From an optimization exercise on the open Yosys and OpenROAD flow, aimed at small area, a short achievable clock period and few clock cycles; shortcuts taken in it are not production practice.
RTL that was checked went through simulation tests only; none was proved equivalent to the original.
Only the layout flow was run in runs 1 to 3, 5 and 6; the RTL was not checked for function there.
Power figures rest on the tool's default switching activity, not on a simulated workload.

## flow/flow/run.sh

```bash
#!/bin/bash
# The standard layout, with the port buffers made of the smallest buffer cell
# (sky130_fd_sc_hd__buf_1) instead of the one buffer_ports picks by default.
set -euo pipefail
bash standard.sh "BUFFER_PORTS_ARGS=-buffer_cell sky130_fd_sc_hd__buf_1" finish > standard_flow.log 2>&1
```

## flow/standard.sh

```bash
#!/bin/bash
# synth_recipe.tcl (not shown) runs the flow's synth.tcl, then flattens the netlist and writes it again
# the make line also repeats each setting of config.mk as NAME=value (left out here)
make -C /OpenROAD-flow-scripts/flow DESIGN_CONFIG=/design/flow/config.mk WORK_HOME=/design/flow/orfs CLKGATE_MAP_FILE= SYNTH_SCRIPT=/design/flow/synth_recipe.tcl "${@:-finish}"
```

## flow/config.mk

```make
export PLATFORM = sky130hd
export DESIGN_NAME = bsb_pcodec
export DESIGN_NICKNAME = bsb_pcodec
export VERILOG_FILES = /design/flow/design.v
export SDC_FILE = /design/flow/constraint.sdc
export NUM_CORES = 4
export LEC_CHECK = 0
export CAP_MARGIN = 20
export CORE_MARGIN = 2
export CORE_UTILIZATION = 40
export SETUP_SLACK_MARGIN = 5
export SLEW_MARGIN = 20
```

## flow/constraint.sdc

```tcl
create_clock -name core_clock -period 10.0 [get_ports {clk}]
set_input_delay 2.0000 -clock core_clock [delete_from_list [all_inputs] [get_ports {clk}]]
set_output_delay 2.0000 -clock core_clock [all_outputs]
set_load 0.01 [all_outputs]
```

## flow/design.v

```verilog
module bsb_dtvalid (
    input  wire       leap,
    input  wire [7:0] mon,
    input  wire [7:0] day,
    input  wire [7:0] hour,
    input  wire [7:0] min,
    input  wire [7:0] sec,
    output wire       valid
);
    wire m30 = (mon == 8'd4) || (mon == 8'd6) || (mon == 8'd9) || (mon == 8'd11);
    wire feb = (mon == 8'd2);
    wire day_ok = (day <= 8'd28) || (day == 8'd29 && (!feb || leap)) ||
                  (day == 8'd30 && !feb) || (day == 8'd31 && !feb && !m30);
    assign valid = (mon >= 8'd1) && (mon <= 8'd12) &&
                   (day >= 8'd1) && day_ok &&
                   (hour <= 8'd23) && (min <= 8'd59) && (sec <= 8'd59);
endmodule
module bsb_leap16 (
    input  wire [15:0] y,
    output wire        leap
);
    wire signed [10:0] s = $signed({3'd0, y[9:5], 3'd0}) - $signed({6'd0, y[9:5]}) +
                           $signed({6'd0, y[4:0]}) - $signed({5'd0, y[15:10]});
    wire d25 = (s == -11'sd50) || (s == -11'sd25) || (s == 11'sd0) || (s == 11'sd25) ||
               (s == 11'sd50) || (s == 11'sd75) || (s == 11'sd100) || (s == 11'sd125) ||
               (s == 11'sd150) || (s == 11'sd175) || (s == 11'sd200) || (s == 11'sd225);
    assign leap = (y[1:0] == 2'd0) && (!d25 || (y[3:2] == 2'd0));
endmodule
module bsb_fenc (
    input  wire        clk,
    input  wire        rst,
    input  wire        go,
    input  wire [3:0]  p1,      
    input  wire [2:0]  g_in,    
    input  wire        pz,      
    input  wire        neg,
    input  wire [32:0] m0,
    input  wire [31:0] mag,
    input  wire [15:0] d,
    input  wire [31:0] den,
    output wire        idle,
    output wire        fin,     
    output wire        ovf,
    output wire [15:0] q16
);
    localparam F_IDLE = 3'd0, F_MUL = 3'd1, F_NORM = 3'd2, F_DIV = 3'd3, F_RND = 3'd4;
    reg [2:0]  st;
    reg [3:0]  cnt;
    reg        first;
    reg        sgn;
    reg [47:0] x;       
    reg         b_neg, b_two, b_one;
    wire [33:0] dext   = {17'd0, d, 1'b0};
    wire [3:0]  cnt_nx = cnt - 4'd1;
    wire [2:0]  grp_nx = dext[{cnt_nx, 1'b0} +: 3];
    wire [32:0] mm    = b_two ? {mag, 1'b0} : (b_one ? {1'b0, mag} : 33'd0);
    wire [47:0] addend = {15'd0, mm} ^ {48{b_neg}};
    wire [47:0] x_mul = {x[45:0], 2'b00} + addend + {47'd0, b_neg};
    function [5:0] bitlen32;
        input [31:0] v;
        integer k;
        begin
            bitlen32 = 6'd0;
            for (k = 0; k < 32; k = k + 1)
                if (v[k]) bitlen32 = k + 1;
        end
    endfunction
    wire [5:0]  bl_a = bitlen32(mag);
    wire [5:0]  bl_b = bitlen32({16'd0, d});
    wire [5:0]  bl_c = bitlen32(den);
    wire [6:0]  bl_ab = {1'b0, bl_a} + {1'b0, bl_b};
    wire        e_ovf = (bl_ab >= {1'b0, bl_c} + 7'd18);    
    wire        e_q0  = (bl_ab + 7'd2 <= {1'b0, bl_c});     
    wire        efin  = (st == F_MUL) && first && (e_ovf || e_q0);
    wire        big  = (x[47:16] >= den);                        
    wire        lt0  = (x[47:32] == 16'd0) && (x[31:0] < den);   
    wire        lt8  = (x[47:40] == 8'd0) && (x[39:8] < den);    
    wire [32:0] sa   = {x[47:16], x[15] & (st != F_RND)};
    wire [33:0] ta   = {1'b0, sa} - {2'b00, den};
    wire        qa   = ~ta[33];
    wire [31:0] ra   = qa ? ta[31:0] : sa[31:0];
    wire [15:0] qt   = x[15:0];
    wire        half = qa;
    wire        tie  = ({x[47:16], 1'b0} == {1'b0, den});
    wire        up   = half & (~tie | qt[0]);
    wire        ovf_p = qt[15] | ((&qt[14:0]) & up);
    wire        ovf_n = qt[15] & ((|qt[14:0]) | up);
    wire [15:0] qs   = qt ^ {16{sgn}};
    wire [15:0] qs1  = qs + 16'd1;
    wire [15:0] q_r  = (up ^ sgn) ? qs1 : qs;
    wire        nfin = (st == F_NORM) && big;
    assign idle = (st == F_IDLE);
    assign fin  = efin || nfin || (st == F_RND);
    assign ovf  = (st == F_MUL) ? e_ovf : (st == F_NORM) ? big : (sgn ? ovf_n : ovf_p);
    assign q16  = (st == F_MUL) ? 16'd0 : q_r;
    always @(posedge clk) begin
        case (st)
            F_MUL:   x <= x_mul;
            F_NORM:  x <= lt0 ? {x[31:0], 16'd0} : lt8 ? {x[39:0], 8'd0} : x;
            F_DIV:   x <= {ra, x[14:0], qa};
            default: x <= {15'd0, m0};
        endcase
        if (rst) begin
            st  <= F_IDLE;
        end else begin
            case (st)
                F_IDLE: begin
                    first <= 1'b1;
                    b_neg <= g_in[2] & ~(g_in[1] & g_in[0]);
                    b_two <= (g_in == 3'b011) || (g_in == 3'b100);
                    b_one <= g_in[1] ^ g_in[0];
                    if (go) begin
                        cnt <= p1;
                        sgn <= neg;
                        st  <= pz ? F_NORM : F_MUL;
                    end
                end
                F_MUL: begin
                    first <= 1'b0;
                    b_neg <= grp_nx[2] & ~(grp_nx[1] & grp_nx[0]);
                    b_two <= (grp_nx == 3'b011) || (grp_nx == 3'b100);
                    b_one <= grp_nx[1] ^ grp_nx[0];
                    cnt <= cnt_nx;
                    if (efin)            st <= F_IDLE;
                    else if (cnt == 4'd0) st <= F_NORM;
                end
                F_NORM: begin
                    cnt <= lt8 ? 4'd7 : 4'd15;
                    st  <= nfin ? F_IDLE : lt0 ? F_RND : F_DIV;
                end
                F_DIV: begin
                    cnt <= cnt - 4'd1;
                    if (cnt == 4'd0) st <= F_RND;
                end
                default: st <= F_IDLE;
            endcase
        end
    end
endmodule
module bsb_pcodec (
    input  wire        clk,
    input  wire        rst,
    input  wire        start,
    input  wire        op,         
    input  wire [2:0]  tag,
    input  wire [15:0] div,
    input  wire [7:0]  plen,
    input  wire [95:0] pay_in,
    input  wire [7:0]  v_flag,
    input  wire [31:0] v_int,
    input  wire [31:0] v_mnum,
    input  wire [31:0] v_mden,
    input  wire [15:0] v_year,
    input  wire [7:0]  v_mon,
    input  wire [7:0]  v_day,
    input  wire [7:0]  v_wday,
    input  wire [7:0]  v_hour,
    input  wire [7:0]  v_min,
    input  wire [7:0]  v_sec,
    input  wire [7:0]  v_trail,
    input  wire [1:0]  v_sn,
    input  wire        v_smark,
    input  wire [20:0] v_sh,
    input  wire [23:0] v_sm,
    input  wire [23:0] v_eh,
    input  wire [23:0] v_em,
    output wire        ready,
    output reg         done,
    output wire [7:0]  err,
    output wire [2:0]  o_tag,
    output wire [7:0]  o_flag,
    output wire [31:0] o_int,
    output wire [31:0] o_mnum,
    output wire [31:0] o_mden,
    output wire [15:0] o_year,
    output wire [7:0]  o_mon,
    output wire [7:0]  o_day,
    output wire [7:0]  o_wday,
    output wire [7:0]  o_hour,
    output wire [7:0]  o_min,
    output wire [7:0]  o_sec,
    output wire [7:0]  o_trail,
    output wire [1:0]  o_sn,
    output wire        o_smark,
    output wire [20:0] o_sh,
    output wire [23:0] o_sm,
    output wire [23:0] o_eh,
    output wire [23:0] o_em,
    output wire [95:0] o_pay,
    output wire [7:0]  o_plen
);
    localparam [2:0] E_OK = 3'd0, E_UNK = 3'd1, E_SHORT = 3'd2, E_DT = 3'd3,
                     E_RANGE = 3'd4, E_ILL = 3'd7;
    reg [95:0] r;         
    reg [2:0]  r_err;
    reg [2:0]  r_tag;
    reg [3:0]  r_s;       
    wire [7:0] pb0 = pay_in[7:0];
    wire [7:0] pb1 = pay_in[15:8];
    wire [7:0] pb2 = pay_in[23:16];
    wire [7:0] pb3 = pay_in[31:24];
    wire [7:0] pb4 = pay_in[39:32];
    wire [7:0] pb5 = pay_in[47:40];
    wire [7:0] pb6 = pay_in[55:48];
    wire [7:0] pb7 = pay_in[63:56];
    wire [7:0] pb8 = pay_in[71:64];
    wire        f_idle, f_fin, f_ovf;
    wire [15:0] f_q;
    assign ready = f_idle & ~dt_pend;
    wire acc  = start & ready;
    wire e_dt = acc & op & (tag == 3'd3);
    wire f_go = acc & op & (tag == 3'd2) & (div != 16'd0) & (v_mden != 32'd0);
    reg [3:0] f_p1;
    reg       f_two;
    always @(*) begin
        f_two = 1'b0;
        if (div[15])          begin f_p1 = 4'd7; end
        else if (div[14])     begin f_p1 = 4'd6; f_two = div[13]; end
        else if (div[13])     begin f_p1 = 4'd6; end
        else if (div[12])     begin f_p1 = 4'd5; f_two = div[11]; end
        else if (div[11])     begin f_p1 = 4'd5; end
        else if (div[10])     begin f_p1 = 4'd4; f_two = div[9]; end
        else if (div[9])      begin f_p1 = 4'd4; end
        else if (div[8])      begin f_p1 = 4'd3; f_two = div[7]; end
        else if (div[7])      begin f_p1 = 4'd3; end
        else if (div[6])      begin f_p1 = 4'd2; f_two = div[5]; end
        else if (div[5])      begin f_p1 = 4'd2; end
        else if (div[4])      begin f_p1 = 4'd1; f_two = div[3]; end
        else if (div[3])      begin f_p1 = 4'd1; end
        else if (div[2])      begin f_p1 = 4'd0; f_two = div[1]; end
        else if (div[1])      begin f_p1 = 4'd0; end
        else                  begin f_p1 = 4'd0; end
    end
    wire f_pz = (div[15:1] == 15'd0);
    wire [33:0] f_dext = {17'd0, div, 1'b0};
    wire [2:0]  f_g = f_dext[{f_p1, 1'b0} +: 3];    
    wire [31:0] mag = v_mnum[31] ? (32'd0 - v_mnum) : v_mnum;
    wire [32:0] f_m0 = f_two ? {mag, 1'b0} : {1'b0, mag};
    bsb_fenc u_fenc (
        .clk(clk), .rst(rst), .go(f_go), .p1(f_p1), .g_in(f_g), .pz(f_pz), .neg(v_mnum[31]), .m0(f_m0),
        .mag(r[63:32]), .d(r[23:8]), .den(r[95:64]),
        .idle(f_idle), .fin(f_fin), .ovf(f_ovf), .q16(f_q)
    );
    wire leap_d = (pb1[1:0] == 2'd0) && (pb1 != 8'd0) && (pb1 != 8'd200);
    wire dt_ok;
    bsb_dtvalid u_dt (
        .leap(leap_d), .mon(pb2), .day(pb3), .hour(pb5), .min(pb6), .sec(pb7),
        .valid(dt_ok)
    );
    wire [7:0] year_off = v_year[7:0] - 8'h6C;
    reg  dt_pend;
    wire [15:0] ry = r[95:80];
    wire leap_r, dt_ok_r;
    bsb_leap16 u_leap (.y(ry), .leap(leap_r));
    bsb_dtvalid u_dt_r (
        .leap(leap_r), .mon(r[23:16]), .day(r[31:24]), .hour(r[47:40]),
        .min(r[55:48]), .sec(r[63:56]), .valid(dt_ok_r)
    );
    wire year_ok_r = (ry[15:8] == 8'h07 && ry[7:0] >= 8'h6C) ||
                     (ry[15:8] == 8'h08 && ry[7:0] <= 8'h6B);
    wire [2:0] c_dt = !dt_ok_r ? E_DT : !year_ok_r ? E_RANGE : E_OK;
    wire d_en0 = (plen >= 8'd4);
    wire d_en1 = (plen >= 8'd8) && !pb0[7];
    wire d_en2 = (plen >= 8'd12) && !pb0[7] && !pb4[7];
    wire d_mark = (d_en0 && pb0[7]) || (d_en1 && pb4[7]) || (d_en2 && pb8[7]);
    wire [1:0] d_n = d_en2 ? 2'd3 : d_en1 ? 2'd2 : d_en0 ? 2'd1 : 2'd0;
    wire d_short = (plen < 8'd4) ||
                   (!pb0[7] && plen > 8'd4 && plen < 8'd8) ||
                   (!pb0[7] && !pb4[7] && plen > 8'd8 && plen < 8'd12);
    wire e_en0 = (v_sn != 2'd0);
    wire e_en1 = v_sn[1];
    wire e_en2 = (v_sn == 2'd3);
    wire [95:0] e_sch = {
        v_em[23:16], v_eh[23:16], v_sm[23:16], v_smark && (v_sn == 2'd3), v_sh[20:14],
        v_em[15:8],  v_eh[15:8],  v_sm[15:8],  v_smark && (v_sn == 2'd2), v_sh[13:7],
        v_em[7:0],   v_eh[7:0],   v_sm[7:0],   v_smark && (v_sn == 2'd1), v_sh[6:0]};
    wire [95:0] sch_src = op ? e_sch : pay_in;
    wire en0 = op ? e_en0 : d_en0;
    wire en1 = op ? e_en1 : d_en1;
    wire en2 = op ? e_en2 : d_en2;
    wire [95:0] sch = sch_src & {{32{en2}}, {32{en1}}, {32{en0}}};
    wire [8:0] dy = {1'b0, pb1} + 9'h06C;    
    reg [3:0] e_plen;
    always @(*) begin
        case (tag)
            3'd3:    e_plen = 4'd9;
            3'd4:    e_plen = v_smark ? 4'd12 : {v_sn, 2'b00};
            3'd5:    e_plen = 4'd2;
            default: e_plen = 4'd3;
        endcase
    end
    reg [95:0] cap;
    always @(*) begin
        cap = pay_in;
        if (tag == 3'd4) begin
            cap = sch;
        end else if (!op) begin
            case (tag)
                3'd2: cap[39:24] = div;
                3'd3: cap[15:8]  = dy[7:0];            
                3'd5: cap[23:8]  = {pb1, 8'd0};        
                default: ;
            endcase
        end else begin
            case (tag)
                3'd2:    cap = {v_mden, mag, 8'd0, div, v_flag};
                3'd3:    cap = {v_year, 8'd0, v_trail, v_sec, v_min, v_hour, v_wday, v_day,
                                v_mon, year_off, v_flag};
                3'd5:    cap = {72'd0, v_int[7:0], v_int[7:0], v_flag};
                default: cap = {72'd0, v_int[7:0], v_int[15:8], v_flag};
            endcase
        end
    end
    reg [2:0] c;
    always @(*) begin
        c = E_OK;
        if (tag[2:1] == 2'b11) c = E_UNK;
        else if (!op) begin
            case (tag)
                3'd0, 3'd1: if (plen < 8'd3) c = E_SHORT;
                3'd2: if (div == 16'd0) c = E_ILL;
                      else if (plen < 8'd3) c = E_SHORT;
                3'd3: if (plen < 8'd9) c = E_SHORT;
                      else if (!dt_ok) c = E_DT;
                3'd4: if (d_short) c = E_SHORT;
                default: if (plen < 8'd2) c = E_SHORT;
            endcase
        end else begin
            case (tag)
                3'd0, 3'd1: if (v_int[31:15] != {17{v_int[15]}}) c = E_RANGE;
                3'd2: if (div == 16'd0) c = E_ILL;
                      else if (v_mden == 32'd0) c = E_RANGE;
                3'd3: ;    
                3'd4: if (v_sn == 2'd0) c = E_RANGE;
                default: if (v_int[31:8] != 24'd0) c = E_RANGE;
            endcase
        end
    end
    always @(posedge clk) begin
        if (rst) begin
            done    <= 1'b0;
            dt_pend <= 1'b0;
        end else begin
            done    <= (acc && !f_go && !e_dt) || f_fin || dt_pend;
            dt_pend <= e_dt;
            if (acc) begin
                r       <= cap;
                r_err   <= c;
                r_tag   <= tag;
                r_s     <= op ? e_plen : {dy[8], d_mark, d_n};
            end else if (f_fin) begin
                r[23:8] <= {f_q[7:0], f_q[15:8]};
                r_err   <= f_ovf ? E_RANGE : E_OK;
            end else if (dt_pend) begin
                r_err   <= c_dt;
            end
        end
    end
    assign err     = {{4{r_err[2] & r_err[1]}}, r_err[2], r_err[1] | r_err[0], r_err[1], r_err[0]};
    assign o_tag   = r_tag;
    assign o_flag  = r[7:0];
    assign o_int   = {{16{r[15]}}, r[15:8], r[23:16]};
    assign o_mnum  = o_int;
    assign o_mden  = {16'd0, r[39:24]};
    assign o_year  = {4'd0, r_s[3], {3{~r_s[3]}}, r[15:8]};
    assign o_mon   = r[23:16];
    assign o_day   = r[31:24];
    assign o_wday  = r[39:32];
    assign o_hour  = r[47:40];
    assign o_min   = r[55:48];
    assign o_sec   = r[63:56];
    assign o_trail = r[71:64];
    assign o_sn    = r_s[1:0];
    assign o_smark = r_s[2];
    assign o_sh    = {r[70:64], r[38:32], r[6:0]};
    assign o_sm    = {r[79:72], r[47:40], r[15:8]};
    assign o_eh    = {r[87:80], r[55:48], r[23:16]};
    assign o_em    = {r[95:88], r[63:56], r[31:24]};
    assign o_pay   = r;
    assign o_plen  = {4'd0, r_s};
endmodule
```

==> results.yml, run 1 <==
run_status:
  outcome: "complete, no violations"
synth:
  yosys_most_used_dff: "edfxtp_1"
  netlist_top_cells_area: "edfxtp_1, ha_1, buf_4, a21oi_1, o21ai_0"
  synth_top_area_share_pct: 19.5
  yosysMostFrequentCell: "a21oi_1"
  netlist_area_um2: 25100
  synth_edf_count: 163
  seq_area_frac_synth_pct: 19.9
  synth.distinct_cells: 94
  syn_avg_cell_area_um2: 7.82
  ys_ff_latch: 168
  synthTopCellsByCount: "a21oi_1, buf_4, o21ai_0, nand2_1, nor2_1"
  netlist_instances: 3214
  synth_top_cell_by_area: "edfxtp_1"
  ys_warn_count: 2
  synth-async-reset-ratio_pct: 0
setup_path:
  path_max_fanout: 3
  crit_arrival_ns: 5.47
  regToRegSetupSlack_ns: 4.78
  worstSetupStartpointType: "register"
  end_kind: "register"
  critPathKind: "register to register"
  required_ns: 10.25
  r2r_cells: 27
clocking:
  clkSlewWorstSetupHoldPaths_ns: 0.08
  cts_sinks: 168
  cts_tree: "built"
  cts_root_buffer: "clkbuf_16"
  cts_buffers: 17
  cts_buffer_depth: 2
  clock_latency_ns: 0.52
  cts-htree-levels: 4
timing:
  maxSlewHeadroom_pct: 23.1
  final_max_slew_viol_count: 0
  fmax_ghz: 0.192
  whs_ns: 0.680
  rsz0062_at_grt: "yes"
  period_minus_slack_ns: 5.22
  worst_pin_slew_ns: 1.15
  setup_violations: 0
  tns_ns: 0
  period_share_pct: 52.2
  finalHoldViolations: 0
  clock_skew_ns: 0.0253
  postLayoutSetupSlackWorst_ns: 4.78
grt:
  grt.total_usage_pct: 37.7
  grt_pass1_vias: 24800
  grt_pass1_wl_um: 176000
  antenna_found_initial: 47
  grt_max_degree: 67
  grt_overflow_total: 0
floorplan:
  die_w_um: 255
  fp.dieH_um: 255
  start_util_pct: 40.6
  dieArea_um2: 64800
  rows: 91
  core_area_um2: 61900
  boundaryPins: 788
drt:
  route.detailed.drc: 0
  drtIter0Drc: 3567
  wire_per_inst_um: 28.3
  firstDrtPassIters: 8
  wl_um: 128000
  vias: 28200
  viasPerCell: 6.24
  antenna_left: 0
placed_design:
  pre_cts_ws_ns: 4.19
  numPlacedInstances: 4431
  hpwl_um: 102000
  io_buffers: 763
  place.gp.congestion: 1.07
final_layout:
  layout.nets: 4261
  area_growth_pct: 10.7
  drive_above_1_share_pct: 5.43
  fin_cells: 4516
power:
  vdd_ir_drop_max_uv: 170
  power.density_nw_per_um2: 291
  leakage_nw: 10.8
hold_path:
  hold_path.class: "register to register"
  hold_path_depth: 2
job:
  maxCapViolCount: 0
[sequential cells by signal, summed over array words and instances (netlist names), 3 cells and up]
register    flops
r_err           3
u_fenc.st       3
r_tag           3
r_s             4
r              96
u_fenc.cnt      4
u_fenc.x       48
[final cells by class]
class / count / area [um2]
Fill cell: 6572 / 34100
Multi-Input combinational cell: 2518 / 17300
Sequential cell: 168 / 4990
Timing Repair Buffer: 831 / 3400
Tap cell: 837 / 1050
Clock buffer: 17 / 425
Inverter: 100 / 375
Clock inverter: 15 / 206
Antenna cell: 30 / 75.1
[cell usage in the layout (no fill, tap or decap), types with 71 or more instances in the layout]
| cell type | netlist | layout |
|---|---|---|
| a22oi_1 | 71 | 71 |
| buf_1 | 18 | 761 |
| ha_1 | 219 | 218 |
| edfxtp_1 | 163 | 163 |
| nand2_1 | 238 | 237 |
| o21ai_0 | 250 | 246 |
| a21o_1 | 87 | 87 |
| a21oi_1 | 318 | 312 |
| mux2i_1 | 103 | 103 |
| xnor2_1 | 108 | 105 |
| inv_1 | 98 | 98 |
| nor2_1 | 224 | 216 |
[per-stage QoR]
| stage | cell area (um2) | util (%) | power (mW) |
|---|---|---|---|
| after CTS | 27600 | 44.6 | 7.84 |
| after detailed placement | 26800 | 43.2 | 7.00 |
| after global placement | 26800 | 43.2 | 7.02 |
| final | 27800 | 44.9 | 8.08 |
| after floorplan | 25200 | - | 5.50 |
| after global routing | 27800 | 44.8 | 8.59 |
[where the power goes]
| part | total [mW] | switching [mW] | internal [mW] |
|---|---|---|---|
| Sequential | 1.59 | 0.539 | 1.05 |
| Combinational | 5.74 | 3.53 | 2.21 |
| Clock | 0.743 | 0.396 | 0.347 |
| Total | 8.08 | 4.46 | 3.61 |
[logic make-up after synthesis]
group	share of synthesized area, %
AND/OR/NAND/NOR	17.0
multiplexers	5.49
other	0.0299
adder cells (fa/ha/maj)	11.5
flip-flops	19.9
buffers and inverters	12.4
XOR/XNOR	5.89
AO/OA/AOI/OAI	27.8
[layer usage]
layer | up-vias | wire (um) | GRT usage, %
met5 | - | 237 | 1.13
met4 | 22 | 6180 | 18.7
met3 | 273 | 17900 | 14.0
met2 | 1968 | 52100 | 52.0
met1 | 13300 | 51400 | 51.1
li1 | 12700 | - | -
[critical path, cell delays in order, from the launching register on]
cell,delay (ns)
edfxtp_1,0.43
buf_4,0.17
inv_1,0.04
a21oi_1,0.05
o21bai_1,0.17
a21oi_1,0.10
o21bai_1,0.20
a21oi_1,0.10
o21ai_0,0.15
a21oi_1,0.09
o21ai_1,0.19
a221oi_2,0.09
ha_2,0.25
fa_2,0.39
a21o_1,0.18
a21oi_2,0.18
xnor2_2,0.15
buf_4,0.16
xnor2_2,0.11
ha_1,0.28
a21o_1,0.18
a211oi_2,0.21
o21ai_1,0.11
a2bb2oi_2,0.18
o21a_1,0.21
nor3b_4,0.17
buf_6,0.16
a311o_1,0.25
[final timing paths]
check	end	start
max	r_err[2]	r[34]
min	r_err[1]	dt_pend
max reg2reg	r_err[2]	r[34]
min reg2reg	r_err[1]	dt_pend
[repair_timing]
action | in CTS | in global routing
hold buffers | 0 | 0
setup buffers | 16 | 6
setup endpoints to repair | 26 | 29
pin swaps | 3 | 8
resized for setup | 18 | 11
==> run 2: changes to the inputs <==
--- a/flow/design.v
+++ b/flow/design.v
@@ -75,12 +75,21 @@
     wire        big  = (x[47:16] >= den);                        
     wire        lt0  = (x[47:32] == 16'd0) && (x[31:0] < den);   
     wire        lt8  = (x[47:40] == 8'd0) && (x[39:8] < den);    
-    wire [32:0] sa   = {x[47:16], x[15] & (st != F_RND)};
-    wire [33:0] ta   = {1'b0, sa} - {2'b00, den};
-    wire        qa   = ~ta[33];
-    wire [31:0] ra   = qa ? ta[31:0] : sa[31:0];
+    wire [33:0] sv   = {x[47:14]};
+    wire [35:0] t1   = {2'b00, sv} - {4'd0, den};
+    wire [35:0] t2   = {2'b00, sv} - {3'd0, den, 1'b0};
+    wire [35:0] n1   = ~{4'd0, den};
+    wire [35:0] n2   = ~{3'd0, den, 1'b0};
+    wire [35:0] cs_s = {2'b00, sv} ^ n1 ^ n2;
+    wire [35:0] cs_c = ({2'b00, sv} & n1) | ({2'b00, sv} & n2) | (n1 & n2);
+    wire [35:0] t3   = cs_s + {cs_c[34:0], 1'b1} + 36'd1;
+    wire        q3   = ~t3[35];
+    wire        q2   = ~t2[35];
+    wire        q1   = ~t1[35];
+    wire [1:0]  qq   = q3 ? 2'd3 : q2 ? 2'd2 : q1 ? 2'd1 : 2'd0;
+    wire [31:0] rq   = q3 ? t3[31:0] : q2 ? t2[31:0] : q1 ? t1[31:0] : sv[31:0];
     wire [15:0] qt   = x[15:0];
-    wire        half = qa;
+    wire        half = ({x[47:16], 1'b0} >= {1'b0, den});
     wire        tie  = ({x[47:16], 1'b0} == {1'b0, den});
     wire        up   = half & (~tie | qt[0]);
     wire        ovf_p = qt[15] | ((&qt[14:0]) & up);
@@ -97,7 +106,7 @@
         case (st)
             F_MUL:   x <= x_mul;
             F_NORM:  x <= lt0 ? {x[31:0], 16'd0} : lt8 ? {x[39:0], 8'd0} : x;
-            F_DIV:   x <= {ra, x[14:0], qa};
+            F_DIV:   x <= {rq, x[13:0], qq};
             default: x <= {15'd0, m0};
         endcase
         if (rst) begin
@@ -125,7 +134,7 @@
                     else if (cnt == 4'd0) st <= F_NORM;
                 end
                 F_NORM: begin
-                    cnt <= lt8 ? 4'd7 : 4'd15;
+                    cnt <= lt8 ? 4'd3 : 4'd7;
                     st  <= nfin ? F_IDLE : lt0 ? F_RND : F_DIV;
                 end
                 F_DIV: begin
==> flow/flow/run.sh (replaced) <==
#!/bin/bash
# The standard layout with two changes to how it is made:
#  - the port buffers use the smallest buffer cell (sky130_fd_sc_hd__buf_1);
#  - timing repair aims 6 ns below the clock period (SETUP_SLACK_MARGIN=6), so
#    that the achieved period is pushed well below the 10 ns target.
set -euo pipefail
bash standard.sh "BUFFER_PORTS_ARGS=-buffer_cell sky130_fd_sc_hd__buf_1" \
    "SETUP_SLACK_MARGIN=6" finish > standard_flow.log 2>&1
--- a/flow/config.mk
+++ b/flow/config.mk
@@ -8,5 +8,4 @@
 export CAP_MARGIN = 20
 export CORE_MARGIN = 2
 export CORE_UTILIZATION = 40
-export SETUP_SLACK_MARGIN = 5
 export SLEW_MARGIN = 20
==> results.yml, run 2 <==
job:
  maxCapViolCount: 0
clocking:
  cts_buffer_depth: 2
  cts-htree-levels: 4
  clock_latency_ns: 0.51
  cts_root_buffer: "clkbuf_16"
  clkSlewWorstSetupHoldPaths_ns: 0.08
  cts_buffers: 17
  cts_tree: "built"
  cts_sinks: 168
setup_path:
  path_max_fanout: 4
  required_ns: 10.24
  end_kind: "register"
  crit_arrival_ns: 5.17
  r2r_start: "r[40]"
  worstSetupStartpointType: "input port"
  critPathKind: "input port to register"
  critPathLaunch: "v_mnum[13]"
synth:
  synth.distinct_cells: 84
  ys_ff_latch: 168
  syn_avg_cell_area_um2: 7.75
  synth_edf_count: 163
  netlist_top_cells_area: "edfxtp_1, ha_1, buf_4, a21oi_1, o21ai_0"
  netlist_area_um2: 29500
  yosys_most_used_dff: "edfxtp_1"
  synth-async-reset-ratio_pct: 0
  netlist_instances: 3805
  yosysMostFrequentCell: "a21oi_1"
  seq_area_frac_synth_pct: 16.9
  synth_top_area_share_pct: 16.6
  ys_warn_count: 2
  synth_top_cell_by_area: "edfxtp_1"
  synthTopCellsByCount: "a21oi_1, nand2_1, ha_1, o21ai_0, buf_4"
drt:
  antenna_left: 0
  drtIter0Drc: 5093
  wire_per_inst_um: 32.1
  wl_um: 176000
  viasPerCell: 6.58
  vias: 36100
  firstDrtPassIters: 6
  route.detailed.drc: 0
grt:
  grt_pass1_wl_um: 236000
  grt.total_usage_pct: 43.9
  grt_pass1_vias: 31700
  grt_max_degree: 69
  antenna_found_initial: 36
  grt_overflow_total: 0
timing:
  clock_skew_ns: 0.0192
  setup_violations: 0
  period_share_pct: 49.3
  rsz0062_at_grt: "yes"
  period_minus_slack_ns: 4.93
  tns_ns: 0
  worst_pin_slew_ns: 1.28
  fmax_ghz: 0.203
  final_max_slew_viol_count: 0
  finalHoldViolations: 0
  maxSlewHeadroom_pct: 14.4
  whs_ns: 0.620
final_layout:
  register_area_um2: 4990
  multi_input_area_um2: 23000
  nFillCells: 7217
  final_cell_mix: "buf_1, a21oi_1, nand2_1"
  largest_reg_flops: 96
  top_register: "r"
  layout.nets: 5218
  drive_above_1_share_pct: 15.5
  area_growth_pct: 23.8
  layout_commonest_cell: "buf_1"
  largestRegisters: "r x96, u_fenc.x x48"
  final_core_util_pct: 50.1
floorplan:
  start_util_pct: 40.4
  dieArea_um2: 76000
  die_w_um: 276
  fp.dieH_um: 276
  boundaryPins: 788
  core_area_um2: 73000
  rows: 99
power:
  power.density_nw_per_um2: 163
  vdd_ir_drop_max_uv: 157
  finalPower_mw: 5.94
  leakage_nw: 14.6
placed_design:
  hpwl_um: 132000
  io_buffers: 763
  place.gp.congestion: 1.14
hold_path:
  min_from: "u_fenc.st[0]"
  hold_path.class: "register to register"
run_status:
  outcome: "complete, no violations"
[run 2: changes by cell type after synthesis, moves of 34 or more]
cell,change
a21oi_1,+54
clkbuf_1,+34
ha_1,+67
nand2_1,+60
nor2_1,+50
o21ai_0,+34
xnor2_1,+34
[run 2: critical path, cell delays in order]
cell,delay [ns]
buf_6,0.09
or3_4,0.38
or4_4,0.45
or4_4,0.46
or4_4,0.57
buf_6,0.16
buf_6,0.11
o31ai_4,0.21
xnor2_2,0.12
mux2i_1,0.17
o22ai_1,0.11
a21oi_1,0.21
o211ai_1,0.12
[run 2: cell families after synthesis]
family	share of synthesized area [%]
other	0.0255
adders and majority gates	14.8
AOI/OAI and AO/OA	29.0
DFF	16.9
buffers and inverters	11.1
muxes	4.53
xor gates and xnor gates	6.74
and+or+nand+nor	16.8
[run 2: routing by layer]
layer | global-route usage, % | routed length (um) | part of all wire (%)
met1 | 55.1 | 66800 | 38
met2 | 60.2 | 69800 | 40
met3 | 23.0 | 28500 | 16
met4 | 22.6 | 11100 | 6.3
met5 | 1.38 | 275 | 0.16
[run 2: stage by stage]
stage	instance area [um2]	std cells	setup WS [ns]
final	36500	5490	5.07
after global routing	36500	5471	4.86
after CTS	35000	5376	5.18
after detailed placement	31600	5139	4.55
after global placement	31600	5138	4.61
after floorplan	29800	3828	4.96
[run 2: worst paths after layout]
path                                      to  slack (ns)  cells after the start
worst max-delay path            u_fenc.x[28]        5.07                     13
worst min-delay path            u_fenc.st[2]        0.62                      2
worst max register to register         r[19]        5.08                     22
worst min register to register  u_fenc.st[2]        0.62                      2
[run 2: area by class of cell]
cell class	count	area share, %
Inverter	122	1.50
Clock buffer	22	1.22
Multi-Input combinational cell	3067	62.8
Tap cell	959	3.29
Clock inverter	10	0.404
Timing Repair Buffer	1117	16.9
Antenna cell	25	0.171
Sequential cell	168	13.7
[run 2: repair_timing]
item / 4_1_cts / 5_1_grt
hold endpoints to repair: 0 / 0
pin swaps: 89 / 70
hold buffers: 0 / 0
cloned: 8 / 5
endpoints found under the setup margin: 212 / 174
resized for setup: 255 / 165
setup buffers: 197 / 84
[run 2: power breakdown]
group	switching, mW	leakage [nW]	total, mW	internal [mW]
sequential	0.197	1.67	1.06	0.867
combinational	2.50	12.7	4.14	1.64
clock	0.343	0.275	0.737	0.394
total	3.04	14.6	5.94	2.90
==> run 3: changes to the inputs <==
--- a/flow/design.v
+++ b/flow/design.v
@@ -71,7 +71,8 @@
     wire [6:0]  bl_ab = {1'b0, bl_a} + {1'b0, bl_b};
     wire        e_ovf = (bl_ab >= {1'b0, bl_c} + 7'd18);    
     wire        e_q0  = (bl_ab + 7'd2 <= {1'b0, bl_c});     
-    wire        efin  = (st == F_MUL) && first && (e_ovf || e_q0);
+    reg         e_ovf_r, e_q0_r, second;
+    wire        efin  = (st == F_MUL) && second && (e_ovf_r || e_q0_r);
     wire        big  = (x[47:16] >= den);                        
     wire        lt0  = (x[47:32] == 16'd0) && (x[31:0] < den);   
     wire        lt8  = (x[47:40] == 8'd0) && (x[39:8] < den);    
@@ -100,7 +101,7 @@
     wire        nfin = (st == F_NORM) && big;
     assign idle = (st == F_IDLE);
     assign fin  = efin || nfin || (st == F_RND);
-    assign ovf  = (st == F_MUL) ? e_ovf : (st == F_NORM) ? big : (sgn ? ovf_n : ovf_p);
+    assign ovf  = (st == F_MUL) ? e_ovf_r : (st == F_NORM) ? big : (sgn ? ovf_n : ovf_p);
     assign q16  = (st == F_MUL) ? 16'd0 : q_r;
     always @(posedge clk) begin
         case (st)
@@ -115,6 +116,7 @@
             case (st)
                 F_IDLE: begin
                     first <= 1'b1;
+                    second <= 1'b0;
                     b_neg <= g_in[2] & ~(g_in[1] & g_in[0]);
                     b_two <= (g_in == 3'b011) || (g_in == 3'b100);
                     b_one <= g_in[1] ^ g_in[0];
@@ -125,7 +127,10 @@
                     end
                 end
                 F_MUL: begin
-                    first <= 1'b0;
+                    first   <= 1'b0;
+                    second  <= first;
+                    e_ovf_r <= e_ovf;
+                    e_q0_r  <= e_q0;
                     b_neg <= grp_nx[2] & ~(grp_nx[1] & grp_nx[0]);
                     b_two <= (grp_nx == 3'b011) || (grp_nx == 3'b100);
                     b_one <= grp_nx[1] ^ grp_nx[0];
@@ -243,7 +248,27 @@
     wire f_pz = (div[15:1] == 15'd0);
     wire [33:0] f_dext = {17'd0, div, 1'b0};
     wire [2:0]  f_g = f_dext[{f_p1, 1'b0} +: 3];    
-    wire [31:0] mag = v_mnum[31] ? (32'd0 - v_mnum) : v_mnum;
+    wire [31:0] mv = v_mnum;
+    reg  [31:0] mor;      
+    reg  [7:0]  gor, gpre;
+    integer gi, gk;
+    always @(*) begin
+        for (gi = 0; gi < 8; gi = gi + 1) gor[gi] = |mv[4*gi +: 4];
+        gpre = gor;
+        for (gk = 1; gk < 8; gk = gk * 2)
+            for (gi = 7; gi >= gk; gi = gi - 1) gpre[gi] = gpre[gi] | gpre[gi-gk];
+        mor[0] = mv[0];
+        mor[1] = |mv[1:0];
+        mor[2] = |mv[2:0];
+        mor[3] = gpre[0];
+        for (gi = 1; gi < 8; gi = gi + 1) begin
+            mor[4*gi]     = mv[4*gi]         | gpre[gi-1];
+            mor[4*gi + 1] = (|mv[4*gi +: 2]) | gpre[gi-1];
+            mor[4*gi + 2] = (|mv[4*gi +: 3]) | gpre[gi-1];
+            mor[4*gi + 3] = gpre[gi];
+        end
+    end
+    wire [31:0] mag = mv ^ ({32{mv[31]}} & {mor[30:0], 1'b0});
     wire [32:0] f_m0 = f_two ? {mag, 1'b0} : {1'b0, mag};
     bsb_fenc u_fenc (
         .clk(clk), .rst(rst), .go(f_go), .p1(f_p1), .g_in(f_g), .pz(f_pz), .neg(v_mnum[31]), .m0(f_m0),
==> flow/flow/run.sh (replaced) <==
#!/bin/bash
# The standard layout, with the port buffers made of the smallest buffer cell
# (sky130_fd_sc_hd__buf_1) instead of the one buffer_ports picks by default.
set -euo pipefail
bash standard.sh "BUFFER_PORTS_ARGS=-buffer_cell sky130_fd_sc_hd__buf_1" finish > standard_flow.log 2>&1
--- a/flow/config.mk
+++ b/flow/config.mk
@@ -8,4 +8,5 @@
 export CAP_MARGIN = 20
 export CORE_MARGIN = 2
 export CORE_UTILIZATION = 40
+export SETUP_SLACK_MARGIN = 5
 export SLEW_MARGIN = 20
==> results.yml, run 3 <==
timing:
  worst_pin_slew_ns: 1.27
  period_minus_slack_ns: 5.02
  setup_violations: 0
  period_share_pct: 50.2
  tns_ns: 0
  fmax_ghz: 0.199
  postLayoutSetupSlackWorst_ns: 4.98
  finalHoldViolations: 0
  maxSlewHeadroom_pct: 15.2
  rsz0062_at_grt: "yes"
  whs_ns: 0.577
  clock_skew_ns: 0.0239
  final_max_slew_viol_count: 0
setup_path:
  crit_arrival_ns: 5.28
  r2r_start: "r[72]"
  path_max_fanout: 176
  required_ns: 10.26
  critPathLaunch: "op"
  critPathKind: "input port to register"
  worstSetupStartpointType: "input port"
  end_kind: "register"
grt:
  grt.total_usage_pct: 48.1
  grt_pass1_vias: 32000
  grt_overflow_total: 0
  antenna_found_initial: 63
  grt_pass1_wl_um: 261000
  grt_max_degree: 177
floorplan:
  rows: 101
  boundaryPins: 788
  die_w_um: 281
  start_util_pct: 40.4
  core_area_um2: 75800
  dieArea_um2: 78800
  fp.dieH_um: 281
synth:
  synth_edf_count: 166
  synth_top_area_share_pct: 16.3
  synthTopCellsByCount: "a21oi_1, nand2_1, o21ai_0, nor2_1, ha_1"
  synth.distinct_cells: 99
  yosysMostFrequentCell: "a21oi_1"
  synth_top_cell_by_area: "edfxtp_1"
  ys_warn_count: 2
  yosys_most_used_dff: "edfxtp_1"
  synth-async-reset-ratio_pct: 0
  seq_area_frac_synth_pct: 16.6
  netlist_instances: 4005
  syn_avg_cell_area_um2: 7.64
  netlist_top_cells_area: "edfxtp_1, ha_1, buf_4, a21oi_1, o21ai_0"
  ys_ff_latch: 171
  netlist_area_um2: 30600
clocking:
  cts_hold_buf: 0
  cts_buffer_depth: 2
  cts_sinks: 171
  clock_latency_ns: 0.53
  cts_buffers: 17
  cts_root_buffer: "clkbuf_16"
  cts_tree: "built"
  clkSlewWorstSetupHoldPaths_ns: 0.08
  cts-htree-levels: 4
final_layout:
  nFillCells: 7904
  top_register: "r"
  layout_commonest_cell: "buf_1"
  fin_cells: 5482
  final_cell_mix: "buf_1, a21oi_1, nand2_1"
  largestRegisters: "r x96, u_fenc.x x48"
  drive_above_1_share_pct: 6.70
  multi_input_area_um2: 22500
  register_area_um2: 5080
  final_core_util_pct: 44.8
  largest_reg_flops: 96
  layout.nets: 5174
  area_growth_pct: 11.0
placed_design:
  place.gp.congestion: 1.11
  pre_cts_ws_ns: 4.14
  numPlacedInstances: 5338
  io_buffers: 763
  hpwl_um: 159000
drt:
  wl_um: 197000
  firstDrtPassIters: 6
  route.detailed.drc: 0
  viasPerCell: 6.68
  drtIter0Drc: 5398
  wire_per_inst_um: 36.0
  vias: 36600
  antenna_left: 0
hold_path:
  hold_path.class: "register to register"
  min_from: "u_fenc.first"
job:
  maxCapViolCount: 0
power:
  leakage_nw: 13.3
  power.density_nw_per_um2: 129
  vdd_ir_drop_max_uv: 153
run_status:
  outcome: "complete, no violations"
[run 3: cell types whose count changed after synthesis, moves of 12 or more]
cell / previous run / this run
nor2_1: 274 / 317
nor3_1: 57 / 71
buf_1: 15 / 32
a21oi_1: 372 / 386
nand2_1: 298 / 337
o21ai_0: 284 / 318
o21a_1: 19 / 31
clkbuf_1: 178 / 165
o31ai_1: 41 / 29
a21o_1: 120 / 83
buf_2: 4 / 23
[run 3: timing repair]
action | in CTS | in global routing
gates cloned | 1 | 0
setup endpoints to repair | 36 | 42
setup buffers | 15 | 54
pin swaps | 1 | 12
resized for setup | 16 | 38
[run 3: cell families (layout without fill, tap and decap cells)]
family                   after synthesis  after routing  synth area share (%)
XOR/XNOR                             225            225                  6.44
adder cells (fa/ha/maj)              325            325                  14.3
multiplexers                         123            123                  4.34
other                                  2             66                0.0245
AO/OA/AOI/OAI                       1363           1363                  28.4
buffers and inverters                632           1066                  11.3
AND/OR/NAND/NOR                     1164           1165                  18.6
flip-flops                           171            171                  16.6
[run 3: worst max-delay path, stage by stage]
cell and delay [ns]:
clkbuf_4 0.12, buf_12 0.48, inv_1 0.58, nor2_1 1.10
nand2_1 0.11, o21ai_0 0.11, a21oi_1 0.09, a21oi_1 0.48
[run 3: final cells by class]
cell class              count  area share, %
multi-input cells        3226           66.1
flip-flops and latches    171           15.0
repair buffers            904           11.7
well taps                 978           3.60
inverters                 130           1.56
clock buffers              17           1.25
clock inverters            15          0.519
diodes                     41          0.302
[run 3: layer usage]
layer	wire (um)	up-vias	global-route usage [%]
met5	170	-	0
met4	18100	23	38.6
met3	26100	630	18.0
met2	80900	2884	68.1
met1	72100	17500	58.0
li1	-	15600	-
[run 3: per-stage QoR]
| stage | total power, mW | area [um2] |
|---|---|---|
| detailed placement | 3.45 | 32500 |
| global route | 4.53 | 33900 |
| global placement | 3.48 | 32500 |
| CTS | 4.20 | 33300 |
| finish | 4.37 | 34000 |
| floorplan | 2.60 | 30700 |
[run 3: path summary, 6_finish.rpt]
path              endpoint  slack [ns]  depth (start not counted)
max                  r[31]        4.98                          8
max reg2reg   u_fenc.x[33]        5.02                         11
min          u_fenc.second        0.58                          1
min reg2reg  u_fenc.second        0.58                          1
[run 3: report_power, final]
group | switching, mW | total [mW] | internal (mW)
sequential | 0.146 | 0.994 | 0.848
clock | 0.407 | 0.744 | 0.337
combinational | 1.71 | 2.64 | 0.923
total | 2.26 | 4.37 | 2.11
==> run 4: changes to the inputs <==
--- a/flow/design.v
+++ b/flow/design.v
@@ -76,21 +76,12 @@
     wire        big  = (x[47:16] >= den);                        
     wire        lt0  = (x[47:32] == 16'd0) && (x[31:0] < den);   
     wire        lt8  = (x[47:40] == 8'd0) && (x[39:8] < den);    
-    wire [33:0] sv   = {x[47:14]};
-    wire [35:0] t1   = {2'b00, sv} - {4'd0, den};
-    wire [35:0] t2   = {2'b00, sv} - {3'd0, den, 1'b0};
-    wire [35:0] n1   = ~{4'd0, den};
-    wire [35:0] n2   = ~{3'd0, den, 1'b0};
-    wire [35:0] cs_s = {2'b00, sv} ^ n1 ^ n2;
-    wire [35:0] cs_c = ({2'b00, sv} & n1) | ({2'b00, sv} & n2) | (n1 & n2);
-    wire [35:0] t3   = cs_s + {cs_c[34:0], 1'b1} + 36'd1;
-    wire        q3   = ~t3[35];
-    wire        q2   = ~t2[35];
-    wire        q1   = ~t1[35];
-    wire [1:0]  qq   = q3 ? 2'd3 : q2 ? 2'd2 : q1 ? 2'd1 : 2'd0;
-    wire [31:0] rq   = q3 ? t3[31:0] : q2 ? t2[31:0] : q1 ? t1[31:0] : sv[31:0];
+    wire [32:0] sa   = {x[47:16], x[15] & (st != F_RND)};
+    wire [33:0] ta   = {1'b0, sa} - {2'b00, den};
+    wire        qa   = ~ta[33];
+    wire [31:0] ra   = qa ? ta[31:0] : sa[31:0];
     wire [15:0] qt   = x[15:0];
-    wire        half = ({x[47:16], 1'b0} >= {1'b0, den});
+    wire        half = qa;
     wire        tie  = ({x[47:16], 1'b0} == {1'b0, den});
     wire        up   = half & (~tie | qt[0]);
     wire        ovf_p = qt[15] | ((&qt[14:0]) & up);
@@ -107,7 +98,7 @@
         case (st)
             F_MUL:   x <= x_mul;
             F_NORM:  x <= lt0 ? {x[31:0], 16'd0} : lt8 ? {x[39:0], 8'd0} : x;
-            F_DIV:   x <= {rq, x[13:0], qq};
+            F_DIV:   x <= {ra, x[14:0], qa};
             default: x <= {15'd0, m0};
         endcase
         if (rst) begin
@@ -139,7 +130,7 @@
                     else if (cnt == 4'd0) st <= F_NORM;
                 end
                 F_NORM: begin
-                    cnt <= lt8 ? 4'd3 : 4'd7;
+                    cnt <= lt8 ? 4'd7 : 4'd15;
                     st  <= nfin ? F_IDLE : lt0 ? F_RND : F_DIV;
                 end
                 F_DIV: begin
==> results.yml, run 4 <==
run_status:
  outcome: "complete, no violations"
final_layout:
  drive_above_1_share_pct: 5.15
  area_growth_pct: 9.32
  layout_commonest_cell: "buf_1"
  layout.nets: 4420
  nFillCells: 6880
  final_cell_area_um2: 28500
  final_cell_mix: "buf_1, a21oi_1, nand2_1"
  final_core_util_pct: 44.3
  largest_reg_flops: 96
  register_area_um2: 5080
  top_register: "r"
  largestRegisters: "r x96, u_fenc.x x48"
  multi_input_area_um2: 17900
synth:
  yosysMostFrequentCell: "a21oi_1"
  ys_warn_count: 2
  synth-async-reset-ratio_pct: 0
  synth_top_cell_by_area: "edfxtp_1"
  netlist_instances: 3397
  synthTopCellsByCount: "a21oi_1, nand2_1, buf_4, o21ai_0, ha_1"
  synth.distinct_cells: 92
  netlist_top_cells_area: "edfxtp_1, ha_1, buf_4, a21oi_1, o21ai_0"
  synth_top_area_share_pct: 19.1
  synth_edf_count: 166
  ys_ff_latch: 171
  yosys_most_used_dff: "edfxtp_1"
  seq_area_frac_synth_pct: 19.5
  netlist_area_um2: 26100
  syn_avg_cell_area_um2: 7.68
drt:
  route.detailed.drc: 0
  wl_um: 138000
  antenna_left: 0
  viasPerCell: 6.35
  drtIter0Drc: 4373
  wire_per_inst_um: 29.6
  firstDrtPassIters: 8
  vias: 29700
floorplan:
  core_area_um2: 64500
  boundaryPins: 788
  rows: 93
  dieArea_um2: 67300
  fp.dieH_um: 259
  start_util_pct: 40.5
  die_w_um: 259
setup_path:
  end_kind: "register"
  worstSetupStartpointType: "input port"
  path_max_fanout: 10
  r2r_cells: 16
  crit_arrival_ns: 5.11
  critPathKind: "input port to register"
  required_ns: 10.25
power:
  leakage_nw: 11.0
  power.density_nw_per_um2: 197
  vdd_ir_drop_max_uv: 164
grt:
  antenna_found_initial: 25
  grt_overflow_total: 0
  grt_max_degree: 79
  grt_pass1_wl_um: 189000
  grt.total_usage_pct: 39.1
  grt_pass1_vias: 26300
timing:
  clock_skew_ns: 0.0166
  final_max_slew_viol_count: 0
  period_share_pct: 48.7
  worst_pin_slew_ns: 1.11
  period_minus_slack_ns: 4.87
  finalHoldViolations: 0
  rsz0062_at_grt: "yes"
  maxSlewHeadroom_pct: 25.5
  setup_violations: 0
  tns_ns: 0
  fmax_ghz: 0.206
hold_path:
  hold_path.class: "register to register"
  hold_path_depth: 1
placed_design:
  place.gp.congestion: 1.03
  hpwl_um: 109000
  placed_area_um2: 27600
  io_buffers: 763
clocking:
  cts_buffers: 17
  cts_tree: "built"
  cts_sinks: 171
  cts-htree-levels: 4
  cts_buffer_depth: 2
  cts_root_buffer: "clkbuf_16"
  clkSlewWorstSetupHoldPaths_ns: 0.08
  cts_hold_buf: 0
  clock_latency_ns: 0.51
job:
  maxCapViolCount: 0
[run 4: cell count changes in the layout (fill, tap and decap cells not counted), moves of 20 or more]
cell | previous run | this run
diode_2 | 41 | 9
a21oi_1 | 384 | 344
o211ai_1 | 54 | 34
ha_1 | 285 | 218
xnor2_1 | 136 | 96
fa_1 | 39 | 7
nand2_1 | 334 | 285
o21ai_0 | 315 | 271
nor2_1 | 307 | 203
a211oi_1 | 60 | 37
buf_4 | 134 | 72
[run 4: worst paths after layout]
check | to | slack (ns) | start
max | u_fenc.x[31] | 5.13 | v_mnum[0]
min | u_fenc.second | 0.53 | u_fenc.first
max reg2reg | u_fenc.x[45] | 5.18 | u_fenc.b_two
min reg2reg | u_fenc.second | 0.53 | u_fenc.first
[run 4: timing repair]
action	in CTS	in global routing
resized for setup	7	23
buffers inserted	3	24
pin swaps	1	3
endpoints found under the setup margin	20	45
hold endpoints to repair	0	0
[run 4: worst max-delay path, cell delays in order]
cell and delay, ns:
buf_1 0.23, or4_4 0.63, nor3_4 0.19, buf_12 0.16, nand4_4 0.14, or3_4 0.40
or3_1 0.47, o21ai_2 0.23, or3_1 0.13, nand3_1 0.13, a222oi_1 0.27, o211ai_1 0.14
[run 4: metal layers]
| metal | global-route usage [%] | part of all wire [%] | up-vias |
|---|---|---|---|
| met1 | 50.1 | 39 | 14100 |
| met3 | 19.4 | 16 | 291 |
| met5 | 0 | 0.097 | - |
| met2 | 55.9 | 42 | 2023 |
| li1 | - | - | 13200 |
| met4 | 14.7 | 4.0 | 20 |
[run 4: area by class of cell]
class	instances	area share (%)
Inverter	112	1.50
Clock inverter	12	0.430
Antenna cell	9	0.0789
Tap cell	855	3.75
Multi-Input combinational cell	2655	62.7
Clock buffer	19	1.52
Timing Repair Buffer	839	12.2
Sequential cell	171	17.8
[run 4: cell families (layout without fill, tap and decap cells)]
logic type / Yosys count / after routing / synth area share (%)
AO/OA/AOI/OAI: 1172 / 1172 / 28.4
AND/OR/NAND/NOR: 956 / 956 / 18.1
buffers and inverters: 594 / 982 / 12.9
adder cells (fa/ha/maj): 225 / 225 / 11.0
flip-flops: 171 / 171 / 19.5
XOR/XNOR: 165 / 165 / 5.54
multiplexers: 112 / 112 / 4.58
other: 2 / 34 / 0.0288
[run 4: through the flow]
stage / hold WS, ns / instances / setup slack, ns / power [mW]
3_5_place_dp: 0.505 / 4603 / 4.31 / 4.74
2_1_floorplan: 0.471 / 3420 / 5.04 / 3.69
4_1_cts: 0.522 / 4637 / 4.97 / 5.46
5_1_grt: 0.545 / 4666 / 4.91 / 5.94
6_report: 0.526 / 4672 / 5.13 / 5.62
3_3_place_gp: 0.500 / 4603 / 4.28 / 4.75
[run 4: report_power, final]
part | internal (mW) | switching, mW | total (mW) | leakage, nW
Clock | 0.364 | 0.339 | 0.703 | 0.268
Combinational | 1.37 | 2.25 | 3.62 | 9.02
Sequential | 0.940 | 0.354 | 1.29 | 1.68
Total | 2.67 | 2.95 | 5.62 | 11.0
Testbench counts of run 4, summed over its fixed seeds: cycles 40,045.
==> run 5: changes to the inputs <==
--- a/flow/design.v
+++ b/flow/design.v
@@ -97,7 +97,7 @@
     always @(posedge clk) begin
         case (st)
             F_MUL:   x <= x_mul;
-            F_NORM:  x <= lt0 ? {x[31:0], 16'd0} : lt8 ? {x[39:0], 8'd0} : x;
+            F_NORM:  x <= lt0 ? {x[31:0], 16'd0} : lt8 ? {x[39:0], 8'd0} : {ra, x[14:0], qa};
             F_DIV:   x <= {ra, x[14:0], qa};
             default: x <= {15'd0, m0};
         endcase
@@ -130,7 +130,7 @@
                     else if (cnt == 4'd0) st <= F_NORM;
                 end
                 F_NORM: begin
-                    cnt <= lt8 ? 4'd7 : 4'd15;
+                    cnt <= lt8 ? 4'd7 : 4'd14;
                     st  <= nfin ? F_IDLE : lt0 ? F_RND : F_DIV;
                 end
                 F_DIV: begin
==> results.yml, run 5 <==
run_status:
  outcome: "complete, no violations"
final_layout:
  drive_above_1_share_pct: 4.87
  area_growth_pct: 9.31
  final_cell_mix: "buf_1, a21oi_1, nand2_1"
  layout.nets: 4410
  largestRegisters: "r x96, u_fenc.x x48"
  largest_reg_flops: 96
  final_core_util_pct: 44.0
  layout_commonest_cell: "buf_1"
  nFillCells: 6811
  final_cell_area_um2: 28100
  top_register: "r"
synth:
  synth_edf_count: 118
  ys_ff_latch: 171
  yosysMostFrequentCell: "a21oi_1"
  synthTopCellsByCount: "a21oi_1, buf_4, nand2_1, nor2_1, o21ai_0"
  syn_avg_cell_area_um2: 7.53
  netlist_top_cells_area: "edfxtp_1, ha_1, buf_4, a21oi_1, o21ai_0"
  yosys_most_used_dff: "edfxtp_1"
  synth-async-reset-ratio_pct: 0
  seq_area_frac_synth_pct: 17.9
  netlist_area_um2: 25700
  synth.distinct_cells: 88
  synth_top_cell_by_area: "edfxtp_1"
  synth_top_area_share_pct: 13.8
  netlist_instances: 3419
  ys_warn_count: 2
timing:
  clock_skew_ns: 0.0177
  rsz0062_at_grt: "yes"
  period_minus_slack_ns: 4.91
  period_share_pct: 49.1
  maxSlewHeadroom_pct: 22.7
  final_max_slew_viol_count: 0
  tns_ns: 0
  setup_violations: 0
  fmax_ghz: 0.204
  finalHoldViolations: 0
  worst_pin_slew_ns: 1.15
grt:
  grt.total_usage_pct: 38.7
  grt_pass1_wl_um: 188000
  antenna_found_initial: 45
  grt_overflow_total: 0
  grt_max_degree: 67
  grt_pass1_vias: 26000
clocking:
  cts_root_buffer: "clkbuf_16"
  cts-htree-levels: 4
  cts_tree: "built"
  clkSlewWorstSetupHoldPaths_ns: 0.09
  cts_hold_buf: 0
  cts_buffers: 17
  cts_buffer_depth: 2
  cts_sinks: 171
  clock_latency_ns: 0.52
setup_path:
  crit_path_cell_trace: "clkbuf_2, or4_4, or3_4, or4b_4, or3_4, or3_4, or2_4, o21ai_2, xnor2_1, a211oi_1, o22ai_1"
  cp_common_cell: "or3_4"
  cp_num_buf_inv: 1
  cp_slowest_cell: "or4b_4"
  path_max_fanout: 7
  worstSetupStartpointType: "input port"
  max_stage_delay_ns: 0.58
  crit_arrival_ns: 5.26
  critPathKind: "input port to register"
  required_ns: 10.35
  end_kind: "register"
  worst_path_dominant_cell_family: "simple AND/OR/NAND/NOR gates"
drt:
  firstDrtPassIters: 9
  route.detailed.drc: 0
  drtIter0Drc: 4200
  wire_per_inst_um: 29.0
  viasPerCell: 6.37
  antenna_left: 0
  vias: 29800
  wl_um: 135000
placed_design:
  hpwl_um: 108000
  io_buffers: 763
  placed_area_um2: 27300
  place.gp.congestion: 1.05
floorplan:
  boundaryPins: 788
  die_w_um: 258
  core_area_um2: 64000
  rows: 93
  dieArea_um2: 66400
  start_util_pct: 40.2
  fp.dieH_um: 258
job:
  maxCapViolCount: 0
power:
  finalPower_mw: 4.84
  power.density_nw_per_um2: 172
  vdd_ir_drop_max_uv: 152
  leakage_nw: 10.8
hold_path:
  hold_path.class: "register to register"
==> run 5: cell count changes in the layout (fill, tap and decap cells not counted), moves of 21 or more <==
cell and delta:
edfxtp_1 -48, xor2_1 -22, mux2i_1 -41, xnor2_1 +27, nand2_1 -21, dfxtp_1 +48, o21ai_0 -39, a21oi_1 -48
nor2_1 +33, a22oi_1 +33
==> run 5: cells by family after synthesis <==
group | count (synthesis) | share of synthesized area [%]
adder cells (fa/ha/maj) | 225 | 11.1
buffers and inverters | 605 | 12.9
XOR/XNOR | 170 | 5.78
AND/OR/NAND/NOR | 999 | 19.1
flip-flops | 171 | 17.9
AO/OA/AOI/OAI | 1169 | 29.8
multiplexers | 78 | 3.35
other | 2 | 0.0292
==> run 5: layout make-up <==
type	count	area, um2	area share [%]
multi-input combinational	2668	18100	64.2
sequential	171	4600	16.4
timing repair buffer	822	3350	11.9
tap	855	1070	3.80
clock buffer	17	425	1.51
inverter	106	398	1.41
clock inverter	15	171	0.609
antenna	22	55.1	0.196
==> run 5: repair_timing <==
| item | 4_1_cts | 5_1_grt |
|---|---|---|
| endpoints found under the setup margin | 11 | 41 |
| gates cloned | 0 | 2 |
| setup buffers | 0 | 9 |
| gates resized for setup | 4 | 16 |
| pin swaps | 1 | 5 |
==> run 5: final timing paths <==
| check | start | endpoint | slack [ns] | cells after the start |
|---|---|---|---|---|
| setup / recovery | v_mnum[9] | u_fenc.x[31] | 5.09 | 11 |
| hold / removal | u_fenc.first | u_fenc.second | 0.54 | 1 |
| setup reg to reg | r[36] | u_fenc.e_q0_r | 5.13 | 22 |
| hold reg to reg | u_fenc.first | u_fenc.second | 0.54 | 1 |
==> run 5: worst reg2reg max path: cells and delay by family, from the launching register on <==
family                   cells  cell delay, ns
AND/OR/NAND/NOR              6            0.98
XOR/XNOR                     2            0.45
adder cells (fa/ha/maj)      2            0.58
AO/OA/AOI/OAI               12            2.13
flip-flops                   1            0.54
==> run 5: per-stage QoR <==
stage	std cells	setup WS [ns]	hold WS [ns]
finish	4676	5.09	0.542
global route	4657	4.83	0.585
CTS	4642	5.01	0.554
detailed placement	4610	4.20	0.524
global placement	4610	4.23	0.507
floorplan	3442	4.58	0.497
==> run 5: routing by layer <==
metal,vias up,global-route usage (%),wire [um]
met3,285,16.4,20000
met4,44,14.0,5080
met1,14100,52.8,55800
met2,1995,53.4,54000
met5,-,2.35,475
li1,13300,-,-
==> run 5: power by group <==
part | total, mW | switching (mW) | internal (mW)
registers | 1.14 | 0.278 | 0.857
logic | 2.97 | 1.87 | 1.10
clock network | 0.735 | 0.398 | 0.337
total | 4.84 | 2.55 | 2.29
==> run 6: changes to the inputs <==
--- a/flow/config.mk
+++ b/flow/config.mk
@@ -7,6 +7,7 @@
 export LEC_CHECK = 0
 export CAP_MARGIN = 20
 export CORE_MARGIN = 2
-export CORE_UTILIZATION = 40
+export CORE_UTILIZATION = 60
+export CTS_BUF_LIST = sky130_fd_sc_hd__clkbuf_4 sky130_fd_sc_hd__clkbuf_8
 export SETUP_SLACK_MARGIN = 5
 export SLEW_MARGIN = 20
==> results.yml, run 6 <==
synth:
  synth-async-reset-ratio_pct: 0
  synth_adder_area_share_pct: 11.1
  muxShareOfSynthArea_pct: 3.35
  synth_edf_count: 118
  ys_warn_count: 2
  synth_xor_area_share_pct: 5.78
  netlist_instances: 3419
  synth_top_cell_by_area: "edfxtp_1"
  seq_area_frac_synth_pct: 17.9
  synth_compound_area_share_pct: 29.8
  yosys_most_used_dff: "edfxtp_1"
  synth_top_area_share_pct: 13.8
  ys_ff_latch: 171
  syn_avg_cell_area_um2: 7.53
  netlist_area_um2: 25700
  netlist_top_cells_area: "edfxtp_1, ha_1, buf_4, a21oi_1, o21ai_0"
  synthTopCellsByCount: "a21oi_1, buf_4, nand2_1, nor2_1, o21ai_0"
  synth.distinct_cells: 88
  synth_top_family_by_area: "compound AO/OA/AOI/OAI gates"
  yosysMostFrequentCell: "a21oi_1"
  synth-simple-area-share_pct: 19.1
run_status:
  lastStage: "3_2_place_iop"
  tool.error: "[ERROR PPL-0024] Number of IO pins (788) exceeds maximum number of available positions (758). Increase the die perimeter from 844.64um to 1071.68um."
  outcome: "aborted with a tool error"
floorplan:
  die_w_um: 211
  fp.dieH_um: 211
  start_util_pct: 61.1
  rows: 75
run 6: cell counts after synthesis:
Identical to the previous run, type by type.
run 6: cells by family after synthesis:
logic type                 Yosys count
adders and majority gates          225
other                                2
DFF                                171
AOI/OAI and AO/OA                 1169
muxes                               78
and+or+nand+nor                    999
xor gates and xnor gates           170
buffers and inverters              605

## re-timing with driven ports
In the flow no input, the clock included, has a driving cell. The finished layouts below were timed again as built, in two steps. Step 1 sets driving cells, clkbuf_16 on the clock port and buf_2 on the other inputs (assumed; they add their load-dependent delay and slew). Step 2 also shifts input and output timing later by t, the mid clock arrival at the registers, as if the neighbouring blocks saw the same clock. a / b / c = ideal ports / drivers / drivers and shift; a / b = the first two.
run	t, ns	setup WS [ns]	worst hold slack (ns)	slew at the worst register clock pin (ns)
run 1	0.574	4.780 / 4.780 / 4.741	0.680 / 0.680 / 0.680	0.10 / 0.10
run 2	0.567	5.074 / 4.995 / 4.428	0.620 / 0.620 / 0.620	0.08 / 0.08
run 3	0.586	4.975 / 5.014 / 4.428	0.577 / 0.577 / 0.577	0.10 / 0.10
run 4	0.566	5.135 / 5.155 / 4.590	0.526 / 0.526 / 0.526	0.08 / 0.08
run 5	0.581	5.094 / 5.133 / 4.562	0.542 / 0.542 / 0.542	0.09 / 0.09
After both steps every run listed still meets setup and hold. The setup slack of run 2, which loses most, moves by -0.079 ns with the drivers and by -0.646 ns with both steps.
